This is an optimization exercise on Yosys and OpenROAD, whose aim is small area, a short achievable clock period and few clock cycles, not a production implementation.
Function was checked by simulation only, so behaviour that the tests miss may differ from the original.

==> flow/design.v <==
module sbcodec (
    input  wire        clk,
    input  wire        rst,
    input  wire        reg_wr,
    input  wire [3:0]  reg_addr,
    input  wire [63:0] reg_wdata,
    output reg  [63:0] reg_rdata,
    output wire        busy,
    input  wire        in_valid,
    input  wire [7:0]  in_data,
    output wire        in_ready,
    output wire        out_valid,
    output wire [7:0]  out_data,
    input  wire        out_ready
);
    localparam [3:0] C_OK = 4'd0, C_MAL = 4'd1, C_HTL = 4'd2, C_BADH = 4'd3,
                     C_UNDER = 4'd4, C_OFULL = 4'd5, C_ERANGE = 4'd6,
                     C_EXPR = 4'd8, C_ILL = 4'd9;
    reg [63:0] val_r, rval_r, mant_r;
    reg [7:0]  expo_r;
    reg [5:0]  cfg_r;
    reg [3:0]  st_code;
    reg        st_nf, st_ovl;
    reg [5:0]  st_cnt;
    reg        sk1, sk2, sk3, sk6, sk8, sk9;
    reg [255:0] inq;              
    reg [5:0]   in_cnt;
    reg [5:0]   in_rm;            
    reg [255:0] outq;             
    reg [5:0]   out_cnt;
    reg         busy_r;
    reg         j_encd, j_hgen, j_ins, j_hparse, j_wait, j_srst;
    reg [3:0]   op_r;         
    reg [1:0]   ws_r;
    reg [63:0]  x;            
    reg         xs;           
    reg         msgn;         
    reg         xm;           
    reg [4:0]   zc;
    reg [8:0]   e9;           
    reg         hfirst;       
    reg [4:0]   ndig;         
    reg [5:0]   wleft;        
    reg         ainit;        
    reg [5:0]   bg_pos;       
    reg         bg_ok;        
    reg [7:0]   pb;
    reg         pbv, pfirst;
    reg [1:0]   aph;          
    reg         abad, abig;
    reg [3:0]   nleft;        
    reg         addexp;       
    reg         first;        
    reg [5:0]   icnt;         
    assign busy      = busy_r;
    assign in_ready  = !busy_r && !in_cnt[5];
    assign out_valid = !busy_r && (out_cnt != 6'd0);
    assign out_data  = outq[7:0];
    wire [5:0] hwidth = {1'b0, cfg_r[5:1]} + 6'd1;
    wire       hmode  = cfg_r[0];
    wire       idle   = !busy_r;
    wire [15:0] cw    = reg_wdata[15:0];
    wire [3:0]  cw_op = cw[3:0];
    wire [1:0]  ws    = cw[5:4];
    wire        cmd_w = idle && reg_wr && (reg_addr == 4'd0);
    wire        lg6   = (cw[15:6] == 10'd0);
    wire        cmd   = cmd_w && lg6;
    wire        ws0   = (ws == 2'd0);
    wire c_encu = (cw_op == 4'h1);
    wire c_decu = (cw_op == 4'h2);
    wire c_encs = (cw_op == 4'h3);
    wire c_decs = (cw_op == 4'h4);
    wire c_encd = (cw_op == 4'h7) && ws0;
    wire c_decd = (cw_op == 4'h8) && ws0;
    wire c_hdre = (cw_op == 4'h9) && ws0;
    wire c_hdrd = (cw_op == 4'hA) && ws0;
    wire c_srst = (cw_op == 4'hF) && ws0;
    wire c_ill  = !(c_encu | c_decu | c_encs | c_decs | c_encd | c_decd | c_hdre | c_hdrd | c_srst);
    wire c_dec  = c_decu | c_decs | c_decd | c_hdrd;
    wire cw_dec = (cw_op == 4'h2) | (cw_op == 4'h4) | (cw_op == 4'h8) | (cw_op == 4'hA);
    function [4:0] oh5;
        input [3:0] n;
        reg [79:0] t;
        begin
            t = 80'hc104106082083041041;
            oh5 = t[5*n +: 5];
        end
    endfunction
    function [4:0] add5;
        input [4:0] a, b;
        integer k;
        begin
            for (k = 0; k < 5; k = k + 1)
                add5[k] = (a[0] & b[k % 5]) | (a[1] & b[(k + 4) % 5]) | (a[2] & b[(k + 3) % 5]) |
                          (a[3] & b[(k + 2) % 5]) | (a[4] & b[(k + 1) % 5]);
        end
    endfunction
    function [3:0] qn;   
        input [4:0] r;
        input [3:0] n;
        reg [63:0] t0, t1, t2, t3, t4;
        begin
            t0 = 64'h3222221111100000; t1 = 64'h6655555444443333; t2 = 64'h9998888877777666;
            t3 = 64'hccccbbbbbaaaaa99; t4 = 64'hfffffeeeeedddddc;
            qn = ({4{r[0]}} & t0[4*n +: 4]) | ({4{r[1]}} & t1[4*n +: 4]) | ({4{r[2]}} & t2[4*n +: 4]) |
                 ({4{r[3]}} & t3[4*n +: 4]) | ({4{r[4]}} & t4[4*n +: 4]);
        end
    endfunction
    wire [63:0] dy = {1'b0, x[63:1]};
    wire [4:0]  ps [0:4][0:15];      
    genvar gi, gk;
    generate
        for (gi = 0; gi < 16; gi = gi + 1) begin : g_ps0
            assign ps[0][gi] = oh5(dy[4*gi +: 4]);
        end
        for (gk = 0; gk < 4; gk = gk + 1) begin : g_psk
            for (gi = 0; gi < 16; gi = gi + 1) begin : g_psi
                if (((gi >> gk) & 1) == 0)
                    assign ps[gk+1][gi] = add5(ps[gk][gi], ps[gk][((gi >> gk) | 1) << gk]);
                else
                    assign ps[gk+1][gi] = ps[gk][gi];
            end
        end
    endgenerate
    wire [63:0] dq;
    generate
        for (gi = 0; gi < 16; gi = gi + 1) begin : g_q
            if (gi == 15) assign dq[63:60] = qn(5'b00001, dy[63:60]);
            else          assign dq[4*gi +: 4] = qn(ps[4][gi+1], dy[4*gi +: 4]);
        end
    endgenerate
    wire [4:0] r5oh   = ps[4][0];
    wire [3:0] dr     = {r5oh[4], r5oh[3] | r5oh[2], r5oh[3] | r5oh[1], x[0]};    
    wire       x_lt10 = (x[63:4] == 60'd0) && (x[3:0] <= 4'd9);               
    wire       encd_div = msgn ? (r5oh[4] & x[0]) : (r5oh[0] & !x[0] & (x != 64'd0));
    wire [63:0] vx = val_r ^ {64{val_r[63]}};
    reg  [9:0]  fu, fsg, fx;         
    integer k;
    always @(*) begin
        for (k = 1; k < 10; k = k + 1) begin
            fu[k-1]  = (val_r >> (7 * k)) == 64'd0;          
            fsg[k-1] = (vx >> (7 * k - 1)) == 64'd0;         
            fx[k-1]  = (x >> (7 * k - 1)) == 64'd0;          
        end
        fu[9] = 1'b1; fsg[9] = 1'b1; fx[9] = 1'b1;
    end
    wire [9:0] nu_oh = fu  & ~{fu[8:0],  1'b0};
    wire [9:0] ns_oh = fsg & ~{fsg[8:0], 1'b0};
    wire [9:0] nx_oh = fx  & ~{fx[8:0],  1'b0};
    wire       sgn_c = (cw_op[1] & !cw_op[3]);             
    wire [9:0] nc_oh = sgn_c ? ns_oh : nu_oh;               
    wire [9:0] n_oh  = busy_r ? nx_oh : nc_oh;
    function [3:0] ohbin;    
        input [9:0] oh;
        integer t;
        begin
            ohbin = 4'd0;
            for (t = 0; t < 10; t = t + 1) if (oh[t]) ohbin = ohbin | (t + 1);
        end
    endfunction
    wire [63:0] m_enc  = x ^ {64{msgn}};
    wire        e_sgn  = busy_r ? msgn : (sgn_c & val_r[63]);
    wire [69:0] e_ext  = {{6{e_sgn}}, busy_r ? m_enc : val_r};
    reg  [69:0] T;
    integer j;
    always @(*) begin
        for (j = 0; j < 10; j = j + 1) begin
            T[7*j +: 7] = 7'd0;
            for (k = j + 1; k <= 10; k = k + 1)
                T[7*j +: 7] = T[7*j +: 7] | ({7{n_oh[k-1]}} & e_ext[7*(k-1-j) +: 7]);
        end
    end
    reg  [87:0] wslot;
    always @(*) begin
        if (busy_r) begin
            wslot[7:0] = {1'b0, e9[6:0]};
            for (j = 1; j < 11; j = j + 1)
                wslot[8*j +: 8] = {n_oh[j-1], T[7*(j-1) +: 7]};
        end else begin
            for (j = 0; j < 10; j = j + 1)
                wslot[8*j +: 8] = {n_oh[j], T[7*j +: 7]};
            wslot[87:80] = 8'h00;
        end
    end
    wire [3:0] badu = {1'b0, val_r[63:32] != 32'd0, val_r[63:16] != 48'd0, val_r[63:8] != 56'd0};
    wire [3:0] bads = {1'b0,
                       !((val_r[63:31] == 33'd0) || (val_r[63:31] == {33{1'b1}})),
                       !((val_r[63:15] == 49'd0) || (val_r[63:15] == {49{1'b1}})),
                       !((val_r[63:7]  == 57'd0) || (val_r[63:7]  == {57{1'b1}}))};
    reg [10:0] full_k;
    always @(*) for (k = 1; k <= 11; k = k + 1) full_k[k-1] = ({1'b0, out_cnt} + k) > 7'd32;
    wire ofull_u = (nu_oh & full_k[9:0]) != 10'd0;
    wire ofull_s = (ns_oh & full_k[9:0]) != 10'd0;
    wire ofull_x = (nx_oh & full_k[10:1]) != 10'd0;     
    wire oe      = (out_cnt == 6'd0);
    wire [5:0] ncnt_c = {2'd0, ohbin(nc_oh)};
    wire [5:0] ncnt_x = {2'd0, ohbin(nx_oh)} + 6'd1;
    wire [7:0] win [0:10];
    generate
        for (gi = 0; gi < 11; gi = gi + 1) begin : g_win
            assign win[gi] = inq[8*gi +: 8];
        end
    endgenerate
    reg  [10:0] stp, fs;
    reg  [76:0] G;
    reg  [69:0] V, tm0, tm1;
    reg  [3:0]  p;
    reg         anys;
    integer i;
    always @(*) begin
        for (i = 0; i < 11; i = i + 1) begin
            stp[i] = win[i][7] && (i < in_cnt);
            G[7*(10-i) +: 7] = win[i][6:0];
        end
        anys = 1'b0;
        for (i = 0; i < 11; i = i + 1) begin
            fs[i] = stp[i] && !anys;
            anys  = anys | stp[i];
        end
        V = 70'd0;
        p = 4'd0;
        for (i = 0; i < 11; i = i + 1) begin
            if (fs[i]) begin
                V = V | (G >> (7 * (10 - i)));
                p = p | i[3:0];
            end
        end
        for (i = 0; i < 70; i = i + 1) begin
            tm0[i] = 1'b0;
            tm1[i] = 1'b0;
            for (j = 0; j < 11; j = j + 1) begin
                if (i < 7 * (j + 1)) tm0[i] = tm0[i] | fs[j];
                if (i < 7 * j)       tm1[i] = tm1[i] | fs[j];
            end
        end
    end
    wire d_decu = busy_r ? (op_r == 4'h2) : c_decu;
    wire d_decs = busy_r ? (op_r == 4'h4) : c_decs;
    wire d_decd = busy_r ? (op_r == 4'h8) : c_decd;
    wire d_hdrd = busy_r ? (op_r == 4'hA) : c_hdrd;
    wire [1:0] d_ws = busy_r ? ws_r : ws;
    wire d_int  = d_decu | d_decs;
    wire [3:0] d_w  = d_int ? (4'd1 << d_ws) : 4'b1000;       
    wire        d_sgn  = d_decs | d_decd;
    wire        sgnbit = d_decd ? win[1][6] : (d_decs & win[0][6]);
    wire [69:0] tm     = d_decd ? tm1 : tm0;
    wire [69:0] S      = (V & tm) | ({70{sgnbit}} & ~tm);
    wire [63:0] dval   = ({64{d_w[0]}} & {{56{d_sgn & S[7]}},  S[7:0]})  |
                         ({64{d_w[1]}} & {{48{d_sgn & S[15]}}, S[15:0]}) |
                         ({64{d_w[2]}} & {{32{d_sgn & S[31]}}, S[31:0]}) |
                         ({64{d_w[3]}} & S[63:0]);
    wire [69:0] Su     = V & tm0;
    wire [69:0] Ss     = Su | ({70{win[0][6]}} & ~tm0);
    wire [69:0] Sd     = (V & tm1) | ({70{win[1][6]}} & ~tm1);
    wire [3:0]  ovl_u  = {Su[69:64] != 6'd0, Su[69:32] != 38'd0, Su[69:16] != 54'd0, Su[69:8] != 62'd0};
    wire [3:0]  ovl_s  = {!((Ss[69:63] == 7'd0)  || (Ss[69:63] == {7{1'b1}})),
                          !((Ss[69:31] == 39'd0) || (Ss[69:31] == {39{1'b1}})),
                          !((Ss[69:15] == 55'd0) || (Ss[69:15] == {55{1'b1}})),
                          !((Ss[69:7]  == 63'd0) || (Ss[69:7]  == {63{1'b1}}))};
    wire        ovl_d  = !((Sd[69:63] == 7'd0)  || (Sd[69:63] == {7{1'b1}}));
    wire        dovl   = d_decd ? ovl_d : (((d_decs ? ovl_s : ovl_u) & d_w) != 4'd0);
    wire [3:0] fnd_w  = {fs[9:0] != 10'd0, fs[4:0] != 5'd0, fs[2:0] != 3'd0, fs[1:0] != 2'd0};
    wire       fnd_d  = (fs[10:1] != 10'd0);
    wire [3:0] ge_w   = {in_cnt >= 6'd10, in_cnt >= 6'd5, in_cnt >= 6'd3, in_cnt >= 6'd2};
    wire       ge_d   = (in_cnt >= 6'd11);
    wire       found  = d_decd ? fnd_d : ((fnd_w & d_w) != 4'd0);
    wire       mal    = d_decd ? (!fnd_d & ge_d) : (((~fnd_w & ge_w) & d_w) != 4'd0);
    wire       b0ff   = (win[0] == 8'hFF);
    wire       b07    = win[0][7];
    wire [7:0]  ab      = busy_r ? win[0] : pb;
    wire        a_isdig = (ab[7:4] == 4'h3) && (ab[3:0] <= 4'd9);
    wire        a_issp  = (ab == 8'h20);
    wire        a_ispad = (ab == 8'h00) || a_issp;
    wire        in_e    = (in_cnt == 6'd0);
    wire        a_init  = busy_r ? ainit : pfirst;  
    wire [1:0]  aph_i   = a_init ? 2'd0 : aph;
    wire        abad_i  = !a_init & abad;
    wire        abig_i  = !a_init & abig;
    wire [66:0] a_m5    = {3'b000, x} + {1'b0, x, ab[3] ? 2'b11 : ab[2:1]} + {66'd0, ab[3]};
    wire [67:0] a_mul   = {a_m5, ab[0]};
    reg  [1:0]  aph_n;
    reg         abad_n, abig_n;
    reg  [63:0] acc_n;
    always @(*) begin
        aph_n = aph_i; abad_n = abad_i; abig_n = abig_i; acc_n = x;
        case (aph_i)
            2'd0: begin
                if (a_isdig) begin aph_n = 2'd1; acc_n = {60'd0, ab[3:0]}; end
                else if (!a_issp) abad_n = 1'b1;
            end
            2'd1: begin
                if (a_isdig) begin acc_n = a_mul[63:0]; if (a_mul[67:64] != 4'd0) abig_n = 1'b1; end
                else if (a_ispad) aph_n = 2'd2;
                else abad_n = 1'b1;
            end
            default: if (!a_ispad) abad_n = 1'b1;
        endcase
    end
    wire a_okr  = !abad && !abig && (aph != 2'd0) && (x != {64{1'b1}});    
    wire a_lt_w = (in_cnt < hwidth);
    wire bg_hit  = bg_ok & (bg_pos == hwidth);                  
    wire [5:0] bg_n = bg_pos + {5'd0, pbv};                      
    wire bg_push = !busy_r & in_valid & !in_cnt[5] & (in_e | (bg_ok & (bg_n == in_cnt) & (bg_n < hwidth)));
    wire bg_step = !busy_r & pbv;                                
    wire e9_bad = ($signed(e9) < -9'sd64) || ($signed(e9) > 9'sd63);
    wire [8:0] ez  = {expo_r[7], expo_r} + {4'd0, zc};      
    wire [8:0] ez1 = ez + 9'd1;
    wire [7:0] ib = j_hgen ? {4'h3, dr} :
                    (nleft == 4'd0) ? {1'b0, e9[6:0]} : {first, x[6:0]};
    wire e_encd   = busy_r & j_encd;
    wire e_hgen   = busy_r & j_hgen;
    wire e_ins    = busy_r & j_ins;
    wire e_hparse = busy_r & j_hparse;
    wire e_wait   = busy_r & j_wait;
    wire e_srst   = busy_r & j_srst;
    wire rm0      = (in_rm == 6'd0);
    wire zero     = rst | e_srst;                   
    wire [3:0] ws_oh = 4'd1 << ws;
    wire enc_c    = cmd & (c_encu | c_encs | (c_hdre & !hmode));
    wire enc_bad  = (c_encu & ((badu & ws_oh) != 4'd0)) | (c_encs & ((bads & ws_oh) != 4'd0));
    wire enc_full = sgn_c ? ofull_s : ofull_u;
    wire enc_go   = enc_c & !enc_bad & !enc_full;
    wire a_fast   = enc_go & oe;
    wire a_slow   = enc_go & !oe;
    wire c_wait   = !rm0 | (c_hdrd & hmode & pbv);
    wire dg       = (cmd & c_dec & !c_wait) | (e_wait & rm0);
    wire d_asc    = d_hdrd & hmode;
    wire d_var    = d_int | (d_hdrd & !hmode) | (d_decd & !in_e & !b07);    
    wire d_one    = d_decd & !in_e & b07;                                 
    wire d_ok     = d_var & found;
    wire d_mal    = d_var & !found & mal;
    wire d_under  = (d_decd & in_e) | (d_var & !found & !mal) | (d_asc & a_lt_w);
    wire d_afast  = d_asc & !a_lt_w & bg_hit;                             
    wire d_aslow  = d_asc & !a_lt_w & !bg_hit;                            
    wire b_emit   = e_encd & !encd_div;
    wire b_expr   = b_emit & e9_bad;
    wire b_full   = b_emit & !e9_bad & ofull_x;
    wire b_ok     = b_emit & !e9_bad & !ofull_x;
    wire b_fast   = b_ok & oe;
    wire i_last   = e_ins & (((nleft == 4'd1) & !addexp) | (nleft == 4'd0));
    wire h_last   = e_hgen & x_lt10;
    wire h_erange = h_last & ({1'b0, ndig} + 6'd1 > hwidth);
    wire h_full   = h_last & !h_erange & ((7'd32 - {1'b0, out_cnt}) < {1'b0, hwidth});
    wire h_ok     = h_last & !h_erange & !h_full;
    wire p_step   = e_hparse & (wleft != 6'd0);                           
    wire p_last   = e_hparse & (wleft == 6'd0);                           
    wire go_busy  = a_slow | (cmd & c_srst) | (cmd & c_hdre & hmode) | (cmd & c_encd) | (cmd & c_dec & c_wait) |
                    (cmd & dg & d_aslow);
    wire t_ill    = cmd_w & !(lg6 & !c_ill);
    wire f_cmd    = (cmd & !go_busy) | t_ill;
    wire f_busy   = e_srst | b_expr | b_full | b_fast | i_last | h_last | p_last |
                    (e_wait & dg & !d_aslow);
    wire f_en     = f_cmd | f_busy;
    wire t_er   = (enc_c & enc_bad) | h_erange;
    wire t_of   = (enc_c & !enc_bad & enc_full) | b_full | h_full;
    wire t_un   = dg & d_under;
    wire t_mal  = dg & d_mal & !d_hdrd;
    wire t_htl  = dg & d_mal & d_hdrd;
    wire t_afin = p_last | (dg & d_afast);
    wire t_badh = (p_last | (dg & d_afast)) & !a_okr;
    wire [3:0] f_code = ({4{t_ill}} & C_ILL) | ({4{t_er}} & C_ERANGE) | ({4{t_of}} & C_OFULL) |
                        ({4{b_expr}} & C_EXPR) | ({4{t_un}} & C_UNDER) | ({4{t_mal}} & C_MAL) |
                        ({4{t_htl}} & C_HTL) | ({4{t_badh}} & C_BADH);
    wire [5:0] mlen   = d_decd ? 6'd11 : ({6{d_w[0]}} & 6'd2) | ({6{d_w[1]}} & 6'd3) |
                                         ({6{d_w[2]}} & 6'd5) | ({6{d_w[3]}} & 6'd10);
    wire [5:0] f_cnt  = ({6{a_fast}} & ncnt_c) | ({6{b_fast}} & ncnt_x) | ({6{i_last}} & icnt) |
                        ({6{h_ok | t_afin}} & hwidth) | ({6{dg & d_one}} & 6'd1) |
                        ({6{dg & d_ok}} & ({2'd0, p} + 6'd1)) | ({6{dg & d_mal}} & mlen);
    wire f_nf  = dg & d_one & b0ff;
    wire f_ovl = dg & d_ok & dovl;
    wire [5:0]  rn_f  = {2'd0, p} + 6'd1;                   
    wire [5:0]  cn_f  = in_cnt - rn_f;
    wire [5:0]  rm_f  = (cn_f == 6'd0) ? 6'd0 : rn_f;
    wire [5:0]  cn_1  = in_cnt - 6'd1;                      
    wire [5:0]  rm_1  = (cn_1 == 6'd0) ? 6'd0 : 6'd1;
    reg  [5:0]  cn_m, rm_m;                                 
    always @(*) begin
        case (1'b1)
            d_decd:   begin cn_m = in_cnt - 6'd11; rm_m = 6'd11; end
            d_w[0]:   begin cn_m = in_cnt - 6'd2;  rm_m = 6'd2;  end
            d_w[1]:   begin cn_m = in_cnt - 6'd3;  rm_m = 6'd3;  end
            d_w[2]:   begin cn_m = in_cnt - 6'd5;  rm_m = 6'd5;  end
            default:  begin cn_m = in_cnt - 6'd10; rm_m = 6'd10; end
        endcase
        if (cn_m == 6'd0) rm_m = 6'd0;
    end
    wire d_rem = dg & (d_ok | d_one | d_mal);
    wire [5:0] icn = ({6{d_ok}} & cn_f) | ({6{d_one}} & cn_1) | ({6{d_mal}} & cn_m);
    wire [5:0] irm = ({6{d_ok}} & rm_f) | ({6{d_one}} & rm_1) | ({6{d_mal}} & rm_m);
    integer qi;
    wire wr_i   = idle & reg_wr;
    wire wsel   = idle & reg_addr[2];              
    wire val_en = rst | (wr_i & (reg_addr == 4'd4)) | e_srst |
                  (dg & (d_int | (d_hdrd & !hmode)) & d_ok) |
                  (a_okr & (p_last | (dg & d_afast)));
    wire a_sel  = busy_r ? (j_wait & hmode & op_r[3]) : (hmode & cw_op[3]);    
    wire mx_en  = rst | e_srst | (dg & d_decd & ((d_one & !b0ff) | d_ok)) | b_ok;
    wire m_en   = mx_en | (wr_i & (reg_addr == 4'd6));
    wire x_en   = mx_en | (wr_i & (reg_addr == 4'd7));
    always @(posedge clk) begin
        if (val_en) val_r <= zero ? 64'd0 : wsel ? reg_wdata : (e_hparse | a_sel) ? x : dval;
        if (rst | (wr_i & (reg_addr == 4'd5)) | e_srst)
            rval_r <= zero ? 64'd0 : reg_wdata;
        if (m_en) mant_r <= zero ? 64'd0 : wsel ? reg_wdata : e_encd ? m_enc : b07 ? 64'd0 : dval;
        if (x_en) expo_r <= zero ? 8'd0 : wsel ? reg_wdata[7:0] : e_encd ? e9[7:0] : {win[0][6], win[0][6:0]};
        if (rst | (wr_i & (reg_addr == 4'd3)) | e_srst)
            cfg_r <= zero ? 6'h12 : reg_wdata[5:0];
        if (rst | f_en) begin
            st_code <= rst ? C_OK : f_code;
            st_cnt  <= rst ? 6'd0 : f_cnt;
            st_nf   <= !rst & f_nf;
            st_ovl  <= !rst & f_ovl;
        end
        if (zero) begin
            {sk1, sk2, sk3, sk6, sk8, sk9} <= 6'd0;
        end else begin
            if (wr_i && reg_addr == 4'd2) begin
                if (reg_wdata[1]) sk1 <= 1'b0;
                if (reg_wdata[2]) sk2 <= 1'b0;
                if (reg_wdata[3]) sk3 <= 1'b0;
                if (reg_wdata[6]) sk6 <= 1'b0;
                if (reg_wdata[8]) sk8 <= 1'b0;
                if (reg_wdata[9]) sk9 <= 1'b0;
            end
            if (t_mal)  sk1 <= 1'b1;
            if (t_htl)  sk2 <= 1'b1;
            if (t_badh) sk3 <= 1'b1;
            if (t_er)   sk6 <= 1'b1;
            if (b_expr) sk8 <= 1'b1;
            if (t_ill)  sk9 <= 1'b1;
        end
        busy_r <= !rst & ((busy_r & !f_busy) | (cmd & go_busy));
    end
    wire o_pop = idle & out_ready & !oe;
    wire o_wr  = oe & (idle | e_encd);             
    wire o_ins = e_ins | e_hgen;
    always @(posedge clk) begin
        for (qi = 0; qi < 32; qi = qi + 1) begin
            if (o_wr && qi < 11) begin
                outq[8*qi +: 8] <= wslot[8*qi +: 8];
            end else if (o_ins) begin
                if (qi > out_cnt)       outq[8*qi +: 8] <= (e_hgen & hfirst) ? 8'h00 : outq[8*qi-8 +: 8];
                else if (qi == out_cnt) outq[8*qi +: 8] <= ib;
            end else if (o_pop) begin
                outq[8*qi +: 8] <= (qi == 31) ? 8'h00 : outq[8*qi+8 +: 8];
            end
        end
        if (zero)                  out_cnt <= 6'd0;
        else if (a_fast)           out_cnt <= ncnt_c;         
        else if (b_fast)           out_cnt <= ncnt_x;
        else if (i_last)           out_cnt <= out_cnt + icnt;
        else if (h_ok)             out_cnt <= out_cnt + hwidth;
        else if (o_pop)            out_cnt <= out_cnt - 6'd1;
    end
    wire       i_push = idle & in_valid & !in_cnt[5];
    wire [5:0] i_pos  = in_e ? 6'd0 : in_rm + in_cnt - {5'd0, !rm0};
    wire       i_shift = !rm0 | p_step;
    always @(posedge clk) begin
        for (qi = 0; qi < 32; qi = qi + 1) begin
            if (i_push && i_pos == qi) inq[8*qi +: 8] <= in_data;
            else if (i_shift)          inq[8*qi +: 8] <= (qi == 31) ? 8'h00 : inq[8*qi+8 +: 8];
        end
        if (zero) begin
            in_rm  <= 6'd0;
            in_cnt <= 6'd0;
        end else if (d_rem) begin                  
            in_rm  <= irm;
            in_cnt <= icn;
        end else if (dg & d_afast) begin           
            in_rm  <= (in_cnt == hwidth) ? 6'd0 : hwidth;
            in_cnt <= in_cnt - hwidth;
        end else begin
            in_rm  <= (in_e | (p_step & (in_cnt == 6'd1))) ? 6'd0 : in_rm - {5'd0, !rm0};
            in_cnt <= in_cnt + {5'd0, i_push} - {5'd0, p_step};
        end
    end
    always @(posedge clk) begin
        if (idle) begin
            if (cmd) begin
                if (cw_op == 4'hA) begin
                    if (bg_step) x <= acc_n;
                end else if (cw_op[2:0] == 3'b111) begin         
                    if (xm) begin
                        if (encd_div) x <= dq;
                        e9 <= encd_div ? ez1 : ez;
                    end else begin
                        x <= mant_r ^ {64{mant_r[63]}};
                        msgn <= mant_r[63];
                        e9 <= {expo_r[7], expo_r};
                    end
                end else begin
                    x <= val_r;
                end
                xm <= 1'b0;
            end else if (wr_i && reg_addr == 4'd6) begin
                x <= reg_wdata ^ {64{reg_wdata[63]}};
                msgn <= reg_wdata[63];
                zc <= 5'd0;
                xm <= 1'b1;
            end else if (bg_step) begin
                x <= acc_n;
                xm <= 1'b0;
            end else if (xm & encd_div) begin
                x <= dq;
                zc <= zc + 5'd1;
            end
            xs      <= sgn_c & val_r[63];
            hfirst  <= 1'b1;
            ndig    <= 5'd0;
            nleft   <= ohbin(nc_oh);
            addexp  <= 1'b0;
            first   <= 1'b1;
            icnt    <= ncnt_c;
            op_r    <= cw_op;
            ws_r    <= ws;
            j_encd  <= (cw_op == 4'h7);
            j_hgen  <= (cw_op == 4'h9) & hmode;
            j_ins   <= !cw_op[2] & cw_op[0] & !(cw_op[3] & hmode);    
            j_wait  <= (!rm0 | ((cw_op == 4'hA) & hmode & pbv)) & cw_dec;
            j_hparse <= (cw_op == 4'hA) & rm0 & !(hmode & pbv);
            j_srst  <= (cw_op == 4'hF);
        end else begin
            if (j_encd) begin
                if (encd_div) begin
                    x  <= dq;
                    e9 <= e9 + 9'd1;
                end else begin
                    x <= m_enc; xs <= msgn;
                    nleft <= ohbin(nx_oh); addexp <= 1'b1; icnt <= ncnt_x;
                    j_encd <= 1'b0; j_ins <= 1'b1;
                end
            end
            if (j_ins) begin
                if (nleft != 4'd0) begin
                    x <= {{7{xs}}, x[63:7]};
                    nleft <= nleft - 4'd1;
                end
                first <= 1'b0;
            end
            if (j_hgen) begin
                x <= dq;
                ndig <= ndig + 5'd1;
                hfirst <= 1'b0;
            end
            if (j_hparse & (wleft != 6'd0)) x <= acc_n;
            if (j_wait & rm0) begin
                j_wait <= 1'b0; j_hparse <= 1'b1;
            end
        end
        if (!(busy_r & j_hparse)) wleft <= hwidth;
        else                      wleft <= wleft - 6'd1;
        if (bg_step | p_step) begin
            aph <= aph_n; abad <= abad_n; abig <= abig_n;
        end
        if (bg_push) begin
            pb <= in_data; pfirst <= in_e;
        end
        pbv <= bg_push & !(wr_i && (reg_addr == 4'd3 || reg_addr == 4'd6));
        ainit <= !busy_r | j_wait;
        if (bg_push & in_e)  bg_pos <= 6'd0;
        else if (bg_step)    bg_pos <= bg_pos + 6'd1;
        if (busy_r)                              bg_ok <= bg_ok & j_wait & !rm0;
        else if (cmd)                            bg_ok <= bg_ok & (cw_op == 4'hA) & (!rm0 | (hmode & pbv));
        else if (wr_i && (reg_addr == 4'd3 || reg_addr == 4'd6)) bg_ok <= 1'b0;
        else if (bg_push & in_e)                 bg_ok <= 1'b1;
        if (rst) begin
            xm <= 1'b0; bg_ok <= 1'b0; pbv <= 1'b0;
        end
    end
    wire        rd_hi = !reg_addr[3] & reg_addr[2];
    wire [63:0] rd_m4 = reg_addr[1] ? (reg_addr[0] ? {{56{expo_r[7]}}, expo_r} : mant_r)
                                    : (reg_addr[0] ? rval_r : val_r);
    reg  [15:0] rd_lo;
    always @(*) begin
        case (reg_addr)
            4'd1: rd_lo = {2'b00, st_cnt, 2'b00, st_ovl, st_nf, st_code};
            4'd2: rd_lo = {6'd0, sk9, sk8, 1'b0, sk6, 1'b0, 1'b0, sk3, sk2, sk1, 1'b0};
            4'd3: rd_lo = {10'd0, cfg_r};
            4'd8: rd_lo = {10'd0, in_cnt};
            4'd9: rd_lo = {10'd0, out_cnt};
            default: rd_lo = 16'd0;
        endcase
        reg_rdata = ({64{rd_hi}} & rd_m4) | {48'd0, rd_lo};
    end
endmodule
==> flow/flow/run.sh <==
#!/bin/bash
# The standard layout (standard.sh: the standard synthesis, then ORFS
# floorplan to finish), with three settings changed on make's command line:
#  - BUFFER_PORTS_ARGS makes the port buffers plain buf_4 cells (the default
#    choice is a delay-type buffer);
#  - MATCH_CELL_FOOTPRINT=0 lets the resizer size cells across footprints;
#  - SETUP_SLACK_MARGIN=5.9 makes repair_timing aim for 5.9 ns of setup slack
#    at the design's 12 ns clock.
# The clock, constraints and everything else are the standard flow's. make's
# full output goes to make_finish.log; ORFS keeps each step's log under orfs/logs.
set -euo pipefail
bash standard.sh MATCH_CELL_FOOTPRINT=0 SETUP_SLACK_MARGIN=5.9 \
    "BUFFER_PORTS_ARGS=-buffer_cell sky130_fd_sc_hd__buf_4" finish > make_finish.log 2>&1
==> flow/standard.sh <==
#!/bin/bash
# synth_recipe.tcl (not shown) runs the flow's synth.tcl, then flattens the netlist and writes it again
# the make line also repeats each setting of config.mk as NAME=value (left out here)
make -C /OpenROAD-flow-scripts/flow DESIGN_CONFIG=/design/flow/config.mk WORK_HOME=/design/flow/orfs CLKGATE_MAP_FILE= SYNTH_SCRIPT=/design/flow/synth_recipe.tcl "${@:-finish}"
==> flow/config.mk <==
export PLATFORM = sky130hd
export DESIGN_NAME = sbcodec
export DESIGN_NICKNAME = sbcodec
export VERILOG_FILES = /design/flow/design.v
export SDC_FILE = /design/flow/constraint.sdc
export NUM_CORES = 8
export LEC_CHECK = 0
export CAP_MARGIN = 20
export CORE_MARGIN = 2
export CORE_UTILIZATION = 40
export SLEW_MARGIN = 20
==> flow/constraint.sdc <==
create_clock -name core_clock -period 12.0 [get_ports {clk}]
set_input_delay 2.4000 -clock core_clock [delete_from_list [all_inputs] [get_ports {clk}]]
set_output_delay 2.4000 -clock core_clock [all_outputs]
set_load 0.01 [all_outputs]
==> results of run 1 <==
registers in the layout (all words and copies together) (netlist names), 8 cells and up:
name / flops
e9: 9
mant_r: 64
val_r: 64
expo_r: 8
pb: 8
rval_r: 64
x: 64
outq: 256
inq: 256
placed cells by master, fill, tap and decap left out, drive strengths merged, types with 34 or more instances in the layout:
cell,instances
a211oi,290
a21o,119
a21oi,831
a221o,53
a221oi,96
a222oi,131
a22oi,207
a31oi,244
a32oi,46
and2,103
and3,61
buf,661
clkbuf,163
clkinv,60
dfxtp,57
diode,34
edfxtp,836
ha,163
inv,140
mux2,264
mux2i,60
nand2,1123
nand2b,108
nand3,255
nand4,85
nor2,1010
nor2b,136
nor3,222
nor4,73
o211ai,238
o21a,36
o21ai,811
o221ai,126
o22ai,255
o31ai,38
or3,57
xnor2,235
xor2,143
logic make-up after synthesis:
family	synth area share
AO/OA/AOI/OAI	0.313
XOR/XNOR	0.0406
adder cells (fa/ha/maj)	0.0275
buffers and inverters	0.0567
flip-flops	0.319
multiplexers	0.0470
other	0.0000456
AND/OR/NAND/NOR	0.197
routing by layer:
layer  global-route usage  routed length, um  up-vias
li1                     -                  -    38906
met1                0.490             159000    44422
met2                0.532             171000     7948
met3                0.158              64800     2180
met4                0.274              39200       26
met5               0.0110                765        -
cell type report:
cell class,count,area [um2]
Antenna cell,34,85.1
Fill cell,19740,110000
Clock buffer,133,2850
Sequential cell,893,26300
Tap cell,2688,3360
Clock inverter,71,936
Inverter,162,651
Timing Repair Buffer,691,6520
Multi-Input combinational cell,8189,53700
metrics by stage:
stage | std cells | setup slack (ps) | area [um2]
after floorplan | 10238 | 5850 | 82600
after global placement | 12352 | 3920 | 85500
after detailed placement | 12354 | 3680 | 85600
after CTS | 12696 | 5790 | 91800
after global routing | 12848 | 5790 | 94300
final | 12861 | 5680 | 94400
worst max-delay path, cell delays in order:
cell	delay [ps]
buf_6	190
nor2b_4	400
nand3_2	250
nor2_4	140
buf_4	370
buf_6	350
nor2_1	240
buf_4	270
nand2_1	230
nand2_1	410
a222oi_1	1090
o311ai_0	380
how the worst min path moves through the flow:
stage	endpoint	slack (ps)	cells after the start
final	sk1	460	2
after global routing	sk3	490	2
after CTS	sk2	460	2
after detailed placement	sk2	450	2
after global placement	sk2	450	2
after floorplan	addexp	420	2
what timing repair did:
item                                    4_1_cts  5_1_grt
endpoints found under the hold margin         0        0
setup buffers                               114      107
pin swaps                                    52       67
gates resized for setup                     254      218
gates cloned                                 24       18
endpoints found under the setup margin      633      494
==> results by group, run 1 <==
Synth
  • Post-synth top cells: nand2_1 (1121), nor2_1 (1008), edfxtp_1 (836)
  • Synth area leaders: edfxtp_1 (31%), nand2_1 (5.1%), a21oi_1 (5.0%)
  • Sequential cell area fraction in the yosys report: 0.319
  • Async S/R FF share, synth: 0
  • Post-synth cell types: 125
  • Synthesized cell area: 82300 um2
  • Number of synthesized flops with an enable pin: 836
  • Synth Net Count: 10491
  • Cell taking the most area after synthesis: edfxtp_1
  • Number of synthesized register bits: 893
  • Post-Synthesis Cells: 10238
  • Synth Warn #: 23
  • Post-Syn Area per Cell: 8.04 um2
  • Most common cell in the netlist: nand2_1
  • Share of the synthesized area in the top cell type: 0.305
  • Top_reg_cell synth: edfxtp_1

CTS
  • CTS Sinks: 893
  • Num CTS Buffers: 109
  • Clk pin slew, worst setup/hold paths: 60 ps
  • CTS tree: built
  • H-tree level count: 3
  • Hold_buf cts: 0
  • CTS max path bufs: 3
  • Worst skew pair latency: 820 ps
  • Root Buffer: clkbuf_16

Timing
  • Final min period: 6320 ps
  • Relative slew slack: 0.0246
  • Final worst-path cycle share: 0.526
  • Worst-Margin Slew: 1460 ps
  • Setup-failing EPs final: 0
  • Setup TNS: 0 ps
  • Final Hold Viols: 0
  • Tightest hold margin: 460 ps
  • RSZ-0062 raised after global routing: yes
  • Clock Skews: 51.6 ps
  • Max Slew Vio Count: 0
  • Fmax: 158 MHz

Critical path
  • Crit path from: reg_addr[2]
  • Reg2reg path depth: 22
  • Worst reg2reg startpoint: x[59]
  • Crit Path Max Fanout: 20
  • CP endpoint kind: register
  • CP required: 12450 ps
  • Startpoint types: primary input
  • WP data arrival: 6760 ps
  • Worst R2R End: x[38]
  • R2R Setup Slk: 5790 ps
  • Critical path class: in2reg
  • Worst Setup EP: x[1]

Final layout
  • Layout area overhead: 14.7%
  • Final Net Count: 10299
  • Share of layout cells above drive strength 1: 0.160
  • Final Util: 0.461

Placement
  • Port bufs: 155
  • Hpwl dp: 285000 um
  • Placer Congestion: 1.09

Route
  • Routed WL: 434000 um
  • Wire length per cell: 33.7 um
  • Antenna violation net count after detailed routing: 0
  • Number of DRC markers in iteration 0: 19458
  • Vias: 93482
  • Via density: 7.27
  • DRC: 0
  • TritonRoute pass-1 iters: 15

Global routing
  • Initial antenna violation count: 51
  • Vias in the first global route: 82746
  • Gr usage total: 0.389
  • Total gr overflow: 0
  • First-pass GRT wire length: 606000 um
  • Largest net degree at the start of global routing: 256

Floorplan
  • Die width: 458 um
  • Full die area: 209000 um2
  • I/O pin total: 156
  • Chip height: 458 um
  • Placeable core area: 205000 um2
  • # rows: 166
  • Starting Density: 0.402

Run status
  • Status: timing/DRC/antenna clean

Flow run
  • Max-cap check violation count: 0

Hold path
  • HP Class: reg2reg
  • Hold path start: sk1
Testbench counts, summed over its fixed seeds: cycles 29,377.
==> run 2: changes to the inputs <==
--- a/flow/design.v
+++ b/flow/design.v
@@ -37,4 +37,5 @@
     reg         msgn;         
     reg         xm;           
+    reg         xv;           
     reg [4:0]   zc;
     reg [8:0]   e9;           
@@ -108,5 +109,6 @@
     endfunction
     wire [63:0] dy = {1'b0, x[63:1]};
-    wire [4:0]  ps [0:4][0:15];      
+    wire [4:0]  ps [0:4][0:15];
+    wire [4:0]  S5 [0:15];        
     genvar gi, gk;
     generate
@@ -122,4 +124,7 @@
             end
         end
+        for (gi = 0; gi < 16; gi = gi + 1) begin : g_s5
+            assign S5[gi] = ps[4][gi];
+        end
     endgenerate
     wire [63:0] dq;
@@ -127,8 +132,8 @@
         for (gi = 0; gi < 16; gi = gi + 1) begin : g_q
             if (gi == 15) assign dq[63:60] = qn(5'b00001, dy[63:60]);
-            else          assign dq[4*gi +: 4] = qn(ps[4][gi+1], dy[4*gi +: 4]);
+            else          assign dq[4*gi +: 4] = qn(S5[gi+1], dy[4*gi +: 4]);
         end
     endgenerate
-    wire [4:0] r5oh   = ps[4][0];
+    wire [4:0] r5oh   = S5[0];
     wire [3:0] dr     = {r5oh[4], r5oh[3] | r5oh[2], r5oh[3] | r5oh[1], x[0]};    
     wire       x_lt10 = (x[63:4] == 60'd0) && (x[3:0] <= 4'd9);               
@@ -264,6 +269,4 @@
     wire [3:0] ge_w   = {in_cnt >= 6'd10, in_cnt >= 6'd5, in_cnt >= 6'd3, in_cnt >= 6'd2};
     wire       ge_d   = (in_cnt >= 6'd11);
-    wire       found  = d_decd ? fnd_d : ((fnd_w & d_w) != 4'd0);
-    wire       mal    = d_decd ? (!fnd_d & ge_d) : (((~fnd_w & ge_w) & d_w) != 4'd0);
     wire       b0ff   = (win[0] == 8'hFF);
     wire       b07    = win[0][7];
@@ -279,4 +282,7 @@
     wire [66:0] a_m5    = {3'b000, x} + {1'b0, x, ab[3] ? 2'b11 : ab[2:1]} + {66'd0, ab[3]};
     wire [67:0] a_mul   = {a_m5, ab[0]};
+    localparam [63:0] A_K = 64'd1844674407370955161;      
+    wire        a_xeqk  = (x == A_K);
+    wire        a_ovf   = (x > A_K) || (a_xeqk && ab[3:0] >= 4'd6);
     reg  [1:0]  aph_n;
     reg         abad_n, abig_n;
@@ -290,5 +296,5 @@
             end
             2'd1: begin
-                if (a_isdig) begin acc_n = a_mul[63:0]; if (a_mul[67:64] != 4'd0) abig_n = 1'b1; end
+                if (a_isdig) begin acc_n = a_mul[63:0]; if (a_ovf) abig_n = 1'b1; end
                 else if (a_ispad) aph_n = 2'd2;
                 else abad_n = 1'b1;
@@ -298,6 +304,10 @@
     end
     wire a_okr  = !abad && !abig && (aph != 2'd0) && (x != {64{1'b1}});    
+    wire a_ones_n = (aph_i == 2'd1 && a_isdig) ? (a_xeqk && ab[3:0] == 4'd5) :
+                    (aph_i == 2'd0 && a_isdig) ? 1'b0 : (x == {64{1'b1}});
+    wire a_ok_n = !abad_n && !abig_n && (aph_n != 2'd0) && !a_ones_n;
+    wire a_okf  = bg_step ? a_ok_n : a_okr;      
     wire a_lt_w = (in_cnt < hwidth);
-    wire bg_hit  = bg_ok & (bg_pos == hwidth);                  
+    wire bg_hit  = bg_ok & (bg_n == hwidth);
     wire [5:0] bg_n = bg_pos + {5'd0, pbv};                      
     wire bg_push = !busy_r & in_valid & !in_cnt[5] & (in_e | (bg_ok & (bg_n == in_cnt) & (bg_n < hwidth)));
@@ -323,14 +333,47 @@
     wire a_fast   = enc_go & oe;
     wire a_slow   = enc_go & !oe;
-    wire c_wait   = !rm0 | (c_hdrd & hmode & pbv);
-    wire dg       = (cmd & c_dec & !c_wait) | (e_wait & rm0);
-    wire d_asc    = d_hdrd & hmode;
-    wire d_var    = d_int | (d_hdrd & !hmode) | (d_decd & !in_e & !b07);    
-    wire d_one    = d_decd & !in_e & b07;                                 
-    wire d_ok     = d_var & found;
-    wire d_mal    = d_var & !found & mal;
-    wire d_under  = (d_decd & in_e) | (d_var & !found & !mal) | (d_asc & a_lt_w);
-    wire d_afast  = d_asc & !a_lt_w & bg_hit;                             
-    wire d_aslow  = d_asc & !a_lt_w & !bg_hit;                            
+    wire c_wait   = !rm0;
+    wire dg_c     = cmd & c_dec & rm0;
+    wire dg_w     = e_wait & rm0;
+    wire        oc_int  = (cw_op == 4'h2) | (cw_op == 4'h4);
+    wire        oc_decd = (cw_op == 4'h8) & (ws == 2'd0);
+    wire        oc_hdrd = (cw_op == 4'hA) & (ws == 2'd0);
+    wire [3:0]  oc_w    = oc_int ? (4'd1 << ws) : 4'b1000;
+    wire        oc_fnd  = oc_decd ? fnd_d : ((fnd_w & oc_w) != 4'd0);
+    wire        oc_mal0 = oc_decd ? (!fnd_d & ge_d) : (((~fnd_w & ge_w) & oc_w) != 4'd0);
+    wire        oc_asc  = oc_hdrd & hmode;
+    wire        oc_var  = oc_int | (oc_hdrd & !hmode) | (oc_decd & !in_e & !b07);
+    wire        oc_one  = oc_decd & !in_e & b07;
+    wire        oc_ok   = oc_var & oc_fnd;
+    wire        oc_mal  = oc_var & !oc_fnd & oc_mal0;
+    wire        oc_und  = (oc_decd & in_e) | (oc_var & !oc_fnd & !oc_mal0) | (oc_asc & a_lt_w);
+    wire        oc_af   = oc_asc & !a_lt_w & bg_hit;
+    wire        oc_as   = oc_asc & !a_lt_w & !bg_hit;
+    wire        oc_vupd = ((oc_int | (oc_hdrd & !hmode)) & oc_ok) | (oc_af & a_okf);
+    wire        oc_mupd = oc_decd & ((oc_one & !b0ff) | oc_ok);
+    wire        ow_int  = (op_r == 4'h2) | (op_r == 4'h4);
+    wire        ow_decd = (op_r == 4'h8) & (ws_r == 2'd0);
+    wire        ow_hdrd = (op_r == 4'hA) & (ws_r == 2'd0);
+    wire [3:0]  ow_w    = ow_int ? (4'd1 << ws_r) : 4'b1000;
+    wire        ow_fnd  = ow_decd ? fnd_d : ((fnd_w & ow_w) != 4'd0);
+    wire        ow_mal0 = ow_decd ? (!fnd_d & ge_d) : (((~fnd_w & ge_w) & ow_w) != 4'd0);
+    wire        ow_asc  = ow_hdrd & hmode;
+    wire        ow_var  = ow_int | (ow_hdrd & !hmode) | (ow_decd & !in_e & !b07);
+    wire        ow_one  = ow_decd & !in_e & b07;
+    wire        ow_ok   = ow_var & ow_fnd;
+    wire        ow_mal  = ow_var & !ow_fnd & ow_mal0;
+    wire        ow_und  = (ow_decd & in_e) | (ow_var & !ow_fnd & !ow_mal0) | (ow_asc & a_lt_w);
+    wire        ow_af   = ow_asc & !a_lt_w & bg_hit;
+    wire        ow_as   = ow_asc & !a_lt_w & !bg_hit;
+    wire        ow_vupd = ((ow_int | (ow_hdrd & !hmode)) & ow_ok) | (ow_af & a_okf);
+    wire        ow_mupd = ow_decd & ((ow_one & !b0ff) | ow_ok);
+    wire d_one    = (dg_c & oc_one) | (dg_w & ow_one);        
+    wire d_ok     = (dg_c & oc_ok)  | (dg_w & ow_ok);
+    wire d_mal    = (dg_c & oc_mal) | (dg_w & ow_mal);
+    wire d_under  = (dg_c & oc_und) | (dg_w & ow_und);
+    wire d_afast  = (dg_c & oc_af)  | (dg_w & ow_af);         
+    wire d_aslow  = (dg_c & oc_as)  | (dg_w & ow_as);         
+    wire d_vupd   = (dg_c & oc_vupd) | (dg_w & ow_vupd);
+    wire d_mupd   = (dg_c & oc_mupd) | (dg_w & ow_mupd);
     wire b_emit   = e_encd & !encd_div;
     wire b_expr   = b_emit & e9_bad;
@@ -343,20 +386,24 @@
     wire h_full   = h_last & !h_erange & ((7'd32 - {1'b0, out_cnt}) < {1'b0, hwidth});
     wire h_ok     = h_last & !h_erange & !h_full;
+    wire hc       = cmd & c_hdre & hmode & xv;
+    wire hc_last  = hc & x_lt10;
+    wire hc_full  = hc_last & ((7'd32 - {1'b0, out_cnt}) < {1'b0, hwidth});
+    wire hc_ok    = hc_last & !hc_full;
     wire p_step   = e_hparse & (wleft != 6'd0);                           
     wire p_last   = e_hparse & (wleft == 6'd0);                           
-    wire go_busy  = a_slow | (cmd & c_srst) | (cmd & c_hdre & hmode) | (cmd & c_encd) | (cmd & c_dec & c_wait) |
-                    (cmd & dg & d_aslow);
+    wire go_busy  = a_slow | (cmd & c_srst) | (cmd & c_hdre & hmode & !hc_last) | (cmd & c_encd) | (cmd & c_dec & c_wait) |
+                    (dg_c & oc_as);
     wire t_ill    = cmd_w & !(lg6 & !c_ill);
     wire f_cmd    = (cmd & !go_busy) | t_ill;
     wire f_busy   = e_srst | b_expr | b_full | b_fast | i_last | h_last | p_last |
-                    (e_wait & dg & !d_aslow);
+                    (e_wait & rm0 & !ow_as);
     wire f_en     = f_cmd | f_busy;
     wire t_er   = (enc_c & enc_bad) | h_erange;
-    wire t_of   = (enc_c & !enc_bad & enc_full) | b_full | h_full;
-    wire t_un   = dg & d_under;
-    wire t_mal  = dg & d_mal & !d_hdrd;
-    wire t_htl  = dg & d_mal & d_hdrd;
-    wire t_afin = p_last | (dg & d_afast);
-    wire t_badh = (p_last | (dg & d_afast)) & !a_okr;
+    wire t_of   = (enc_c & !enc_bad & enc_full) | b_full | h_full | hc_full;
+    wire t_un   = d_under;
+    wire t_mal  = d_mal & !d_hdrd;
+    wire t_htl  = d_mal & d_hdrd;
+    wire t_afin = p_last | d_afast;
+    wire t_badh = (p_last & !a_okr) | (d_afast & !a_okf);
     wire [3:0] f_code = ({4{t_ill}} & C_ILL) | ({4{t_er}} & C_ERANGE) | ({4{t_of}} & C_OFULL) |
                         ({4{b_expr}} & C_EXPR) | ({4{t_un}} & C_UNDER) | ({4{t_mal}} & C_MAL) |
@@ -365,8 +412,8 @@
                                          ({6{d_w[2]}} & 6'd5) | ({6{d_w[3]}} & 6'd10);
     wire [5:0] f_cnt  = ({6{a_fast}} & ncnt_c) | ({6{b_fast}} & ncnt_x) | ({6{i_last}} & icnt) |
-                        ({6{h_ok | t_afin}} & hwidth) | ({6{dg & d_one}} & 6'd1) |
-                        ({6{dg & d_ok}} & ({2'd0, p} + 6'd1)) | ({6{dg & d_mal}} & mlen);
-    wire f_nf  = dg & d_one & b0ff;
-    wire f_ovl = dg & d_ok & dovl;
+                        ({6{h_ok | hc_ok | t_afin}} & hwidth) | ({6{d_one}} & 6'd1) |
+                        ({6{d_ok}} & ({2'd0, p} + 6'd1)) | ({6{d_mal}} & mlen);
+    wire f_nf  = d_one & b0ff;
+    wire f_ovl = d_ok & dovl;
     wire [5:0]  rn_f  = {2'd0, p} + 6'd1;                   
     wire [5:0]  cn_f  = in_cnt - rn_f;
@@ -385,5 +432,5 @@
         if (cn_m == 6'd0) rm_m = 6'd0;
     end
-    wire d_rem = dg & (d_ok | d_one | d_mal);
+    wire d_rem = d_ok | d_one | d_mal;
     wire [5:0] icn = ({6{d_ok}} & cn_f) | ({6{d_one}} & cn_1) | ({6{d_mal}} & cn_m);
     wire [5:0] irm = ({6{d_ok}} & rm_f) | ({6{d_one}} & rm_1) | ({6{d_mal}} & rm_m);
@@ -392,12 +439,11 @@
     wire wsel   = idle & reg_addr[2];              
     wire val_en = rst | (wr_i & (reg_addr == 4'd4)) | e_srst |
-                  (dg & (d_int | (d_hdrd & !hmode)) & d_ok) |
-                  (a_okr & (p_last | (dg & d_afast)));
+                  d_vupd | (a_okr & p_last);
     wire a_sel  = busy_r ? (j_wait & hmode & op_r[3]) : (hmode & cw_op[3]);    
-    wire mx_en  = rst | e_srst | (dg & d_decd & ((d_one & !b0ff) | d_ok)) | b_ok;
+    wire mx_en  = rst | e_srst | d_mupd | b_ok;
     wire m_en   = mx_en | (wr_i & (reg_addr == 4'd6));
     wire x_en   = mx_en | (wr_i & (reg_addr == 4'd7));
     always @(posedge clk) begin
-        if (val_en) val_r <= zero ? 64'd0 : wsel ? reg_wdata : (e_hparse | a_sel) ? x : dval;
+        if (val_en) val_r <= zero ? 64'd0 : wsel ? reg_wdata : e_hparse ? x : a_sel ? (bg_step ? acc_n : x) : dval;
         if (rst | (wr_i & (reg_addr == 4'd5)) | e_srst)
             rval_r <= zero ? 64'd0 : reg_wdata;
@@ -437,5 +483,8 @@
     always @(posedge clk) begin
         for (qi = 0; qi < 32; qi = qi + 1) begin
-            if (o_wr && qi < 11) begin
+            if (hc) begin
+                if (qi > out_cnt)       outq[8*qi +: 8] <= 8'h00;
+                else if (qi == out_cnt) outq[8*qi +: 8] <= {4'h3, dr};
+            end else if (o_wr && qi < 11) begin
                 outq[8*qi +: 8] <= wslot[8*qi +: 8];
             end else if (o_ins) begin
@@ -450,5 +499,5 @@
         else if (b_fast)           out_cnt <= ncnt_x;
         else if (i_last)           out_cnt <= out_cnt + icnt;
-        else if (h_ok)             out_cnt <= out_cnt + hwidth;
+        else if (h_ok | hc_ok)     out_cnt <= out_cnt + hwidth;
         else if (o_pop)            out_cnt <= out_cnt - 6'd1;
     end
@@ -467,5 +516,5 @@
             in_rm  <= irm;
             in_cnt <= icn;
-        end else if (dg & d_afast) begin           
+        end else if (d_afast) begin                
             in_rm  <= (in_cnt == hwidth) ? 6'd0 : hwidth;
             in_cnt <= in_cnt - hwidth;
@@ -489,8 +538,11 @@
                         e9 <= {expo_r[7], expo_r};
                     end
+                end else if (hc) begin
+                    x <= dq;                             
                 end else begin
                     x <= val_r;
                 end
                 xm <= 1'b0;
+                xv <= 1'b0;
             end else if (wr_i && reg_addr == 4'd6) begin
                 x <= reg_wdata ^ {64{reg_wdata[63]}};
@@ -498,7 +550,13 @@
                 zc <= 5'd0;
                 xm <= 1'b1;
+                xv <= 1'b0;
+            end else if (wr_i && reg_addr == 4'd4) begin
+                x <= reg_wdata;
+                xm <= 1'b0;
+                xv <= 1'b1;
             end else if (bg_step) begin
                 x <= acc_n;
                 xm <= 1'b0;
+                xv <= 1'b0;
             end else if (xm & encd_div) begin
                 x <= dq;
@@ -506,6 +564,6 @@
             end
             xs      <= sgn_c & val_r[63];
-            hfirst  <= 1'b1;
-            ndig    <= 5'd0;
+            hfirst  <= !hc;
+            ndig    <= {4'd0, hc};
             nleft   <= ohbin(nc_oh);
             addexp  <= 1'b0;
@@ -517,6 +575,6 @@
             j_hgen  <= (cw_op == 4'h9) & hmode;
             j_ins   <= !cw_op[2] & cw_op[0] & !(cw_op[3] & hmode);    
-            j_wait  <= (!rm0 | ((cw_op == 4'hA) & hmode & pbv)) & cw_dec;
-            j_hparse <= (cw_op == 4'hA) & rm0 & !(hmode & pbv);
+            j_wait  <= !rm0 & cw_dec;
+            j_hparse <= (cw_op == 4'hA) & rm0;
             j_srst  <= (cw_op == 4'hF);
         end else begin
@@ -556,14 +614,14 @@
             pb <= in_data; pfirst <= in_e;
         end
-        pbv <= bg_push & !(wr_i && (reg_addr == 4'd3 || reg_addr == 4'd6));
+        pbv <= bg_push & !(wr_i && (reg_addr == 4'd3 || reg_addr == 4'd4 || reg_addr == 4'd6));
         ainit <= !busy_r | j_wait;
         if (bg_push & in_e)  bg_pos <= 6'd0;
         else if (bg_step)    bg_pos <= bg_pos + 6'd1;
         if (busy_r)                              bg_ok <= bg_ok & j_wait & !rm0;
-        else if (cmd)                            bg_ok <= bg_ok & (cw_op == 4'hA) & (!rm0 | (hmode & pbv));
-        else if (wr_i && (reg_addr == 4'd3 || reg_addr == 4'd6)) bg_ok <= 1'b0;
+        else if (cmd)                            bg_ok <= bg_ok & (cw_op == 4'hA) & !rm0;
+        else if (wr_i && (reg_addr == 4'd3 || reg_addr == 4'd4 || reg_addr == 4'd6)) bg_ok <= 1'b0;
         else if (bg_push & in_e)                 bg_ok <= 1'b1;
         if (rst) begin
-            xm <= 1'b0; bg_ok <= 1'b0; pbv <= 1'b0;
+            xm <= 1'b0; xv <= 1'b0; bg_ok <= 1'b0; pbv <= 1'b0;
         end
     end
==> results by group, run 2 <==
Run status
  • Status: failed layout checks (was timing/DRC/antenna clean)
  • Layout check failures: capacitance limit, slew limit

Timing
  • Relative slew slack: -0.121 (was 0.0246)
  • Worst-Margin Slew: 1680 ps (was 1460 ps)
  • Setup TNS: 0 ps (unchanged)
  • RSZ-0062 raised after global routing: yes (unchanged)
  • Setup ws final: 5490 ps (was 5680 ps)
  • Final Hold Viols: 0 (unchanged)
  • Fmax: 154 MHz (was 158 MHz)
  • Clock Skews: 64.1 ps (was 51.6 ps)
  • Final worst-path cycle share: 0.542 (was 0.526)
  • Max Slew Vio Count: 16 (was 0)
  • Setup-failing EPs final: 0 (unchanged)
  • Final min period: 6510 ps (was 6320 ps)

Final layout
  • Biggest regs: inq x256, outq x256 (unchanged)
  • Most common cell after layout, fill and taps aside: nand2_1 (unchanged)
  • Final Net Count: 10459 (was 10299)
  • Fill cells: 19856 (was 19740)
  • Finished Cell Area: 96300 um2 (was 94400 um2)
  • Share of layout cells above drive strength 1: 0.173 (was 0.160)
  • Most frequent cells in the layout: nand2_1 (1005), nor2_1 (925), o21ai_0 (862), a21oi_1 (838), edfxtp_1 (838) (was nand2_1 (1103), nor2_1 (978), edfxtp_1 (836), a21oi_1 (785), o21ai_0 (743))
  • Layout area overhead: 16.4% (was 14.7%)

Synth
  • Post-synth top cells: nand2_1 (1037), nor2_1 (965), o21ai_0 (946) (was nand2_1 (1121), nor2_1 (1008), edfxtp_1 (836))
  • Top_reg_cell synth: edfxtp_1 (unchanged)
  • Cell taking the most area after synthesis: edfxtp_1 (unchanged)
  • Post-Synthesis Cells: 10335 (was 10238)
  • Share of the synthesized area in the top cell type: 0.304 (was 0.305)
  • Async S/R FF share, synth: 0 (unchanged)
  • Number of synthesized flops with an enable pin: 838 (was 836)
  • Number of synthesized register bits: 894 (was 893)
  • Post-synth cell types: 103 (was 125)
  • Synth area leaders: edfxtp_1 (30%), o21ai_0 (5.7%), a21oi_1 (5.3%) (was edfxtp_1 (31%), nand2_1 (5.1%), a21oi_1 (5.0%))
  • Post-Syn Area per Cell: 8.01 um2 (was 8.04 um2)
  • Most common cell in the netlist: nand2_1 (unchanged)
  • Sequential cell area fraction in the yosys report: 0.318 (was 0.319)
  • Synthesized cell area: 82800 um2 (was 82300 um2)
  • Synth Warn #: 23 (unchanged)
  • Synth Net Count: 10586 (was 10491)

Placement
  • Placer Congestion: 1.12 (was 1.09)
  • DP Area: 86300 um2 (was 85600 um2)
  • Port bufs: 155 (unchanged)
  • Pre-CTS WS: 3740 ps (was 3680 ps)
  • Hpwl dp: 312000 um (was 285000 um)

Critical path
  • Critical Path Max Stage Delay: 1000 ps (was 1090 ps)
  • WP data arrival: 7170 ps (was 6760 ps)
  • Crit Path Max Fanout: 43 (was 20)
  • Critical path class: in2reg (unchanged)
  • CP max-delay cell: o21ai_0 (was a222oi_1)
  • Crit path cell chain: buf_4 -> nor2_1 -> nand3_1 -> nor2_4 -> buf_4 -> nand3_4 -> buf_4 -> nand2_1 -> nand2_1 -> o21ai_0 -> a222oi_1 -> nand2_1 (was buf_6 -> nor2b_4 -> nand3_2 -> nor2_4 -> buf_4 -> buf_6 -> nor2_1 -> buf_4 -> nand2_1 -> nand2_1 -> a222oi_1 -> o311ai_0)
  • CP endpoint kind: register (unchanged)
  • CP required: 12660 ps (was 12450 ps)
  • Startpoint types: primary input (unchanged)

Global routing
  • Initial antenna violation count: 37 (was 51)
  • Gr usage total: 0.412 (was 0.389)
  • M1 GR Usage: 0.528 (was 0.490)
  • Grt met3 use: 0.179 (was 0.158)
  • First-pass GRT wire length: 639000 um (was 606000 um)
  • Largest net degree at the start of global routing: 148 (was 256)
  • Layer with the highest usage: met2 (unchanged)
  • Vias in the first global route: 85795 (was 82746)
  • Total gr overflow: 0 (unchanged)
  • Grt met2 use: 0.576 (was 0.532)

CTS
  • CTS max path bufs: 3 (unchanged)
  • Root Buffer: clkbuf_16 (unchanged)
  • Hold_buf cts: 0 (unchanged)
  • Worst skew pair latency: 830 ps (was 820 ps)
  • Clk pin slew, worst setup/hold paths: 70 ps (was 60 ps)
  • CTS tree: built (unchanged)
  • H-tree level count: 3 (unchanged)
  • Num CTS Buffers: 105 (was 109)
  • CTS Sinks: 894 (was 893)

Route
  • Vias: 96894 (was 93482)
  • Via density: 7.45 (was 7.27)
  • Antenna violation net count after detailed routing: 0 (unchanged)
  • Routed WL: 465000 um (was 434000 um)
  • DRC: 0 (unchanged)
  • TritonRoute pass-1 iters: 17 (was 15)
  • Number of DRC markers in iteration 0: 20094 (was 19458)
  • Wire length per cell: 35.8 um (was 33.7 um)

Hold path
  • HP Class: reg2reg (unchanged)

Floorplan
  • I/O pin total: 156 (unchanged)
  • Die width: 459 um (was 458 um)
  • Chip height: 459 um (was 458 um)
  • # rows: 166 (unchanged)
  • Full die area: 211000 um2 (was 209000 um2)
  • Starting Density: 0.403 (was 0.402)
  • Placeable core area: 205000 um2 (about the same)

Flow run
  • Max-cap check violation count: 2 (was 0)
run 2: cell types whose count changed after synthesis, sizes merged, moves of 73 or more:
cell,delta
a31oi,-73
clkbuf,+112
a221oi,+101
o21ai,+173
nand2,-82
a222oi,+123
run 2: layout make-up:
type	instances	area (um2)	area share
clock inverters	62	786	0.00816
inverters	190	792	0.00822
clock buffers	132	2760	0.0286
well taps	2688	3360	0.0349
repair buffers	802	7720	0.0801
diodes	29	72.6	0.000753
flip-flops and latches	894	26300	0.273
multi-input cells	8215	54500	0.566
run 2: repair_timing:
item	in CTS	in global routing
resized for setup	351	333
pin swaps	71	144
cloned	27	25
setup buffers	128	147
endpoints found under the setup margin	710	564
run 2: final timing paths:
check	from	endpoint	slack (ps)	cells after the start
hold reg to reg	sk8	sk8	460	2
setup reg to reg	x[53]	x[53]	5760	26
hold / removal	sk8	sk8	460	2
setup / recovery	reg_wdata[14]	x[18]	5490	12
run 2: cell families after synthesis:
group | after synthesis | synth area share
flip-flops | 894 | 0.318
multiplexers | 323 | 0.0447
XOR/XNOR | 312 | 0.0331
other | 1 | 0.0000453
buffers and inverters | 1234 | 0.0583
AND/OR/NAND/NOR | 3237 | 0.181
adder cells (fa/ha/maj) | 180 | 0.0278
AO/OA/AOI/OAI | 4154 | 0.337
run 2: metal layers:
layer / vias up / share of wire
met5: - / 0.0045
met4: 49 / 0.073
met3: 1954 / 0.16
met2: 8275 / 0.39
met1: 46818 / 0.37
li1: 39798 / -
run 2: metrics by stage:
stage          hold WS (ps)  cells  utilization
6_report                464  13012        0.469
4_1_cts                 462  12805        0.453
2_1_floorplan           436  10335            -
3_3_place_gp            446  12455        0.421
5_1_grt                 483  12992        0.469
3_5_place_dp            453  12456        0.421
run 2: worst max-delay path, delay by kind of cell:
family,cells,cell delay (ps)
simple gates,7,2300
compound gates,2,1330
buf+inv,3,1030
Testbench counts of run 2, summed over its fixed seeds: cycles 28,537.

-- afterwards: timing with drivers on the ports --
In the flow no input, the clock included, has a driving cell. The finished layouts below were timed again as built, in two steps.
Step 1 assumes that a clkbuf_16 drives the clock port and a buf_2 every other input.
Step 2 also shifts input and output timing later by t, the mid clock arrival at the registers, as if the neighbouring blocks saw the same clock.
a / b / c = ideal / step 1 / step 2; a / b = the first two.
run | shift t [ns] | slack for setup (ns) | pins driven straight from the clock port
run 1 | 0.896 | 5.683 / 5.012 / 4.416 | 1
run 2 | 0.887 | 5.492 / 5.203 / 4.623 | 1
For run 1, which loses most, drivers alone change the setup slack by -0.671 ns; drivers and shift together by -1.267 ns.
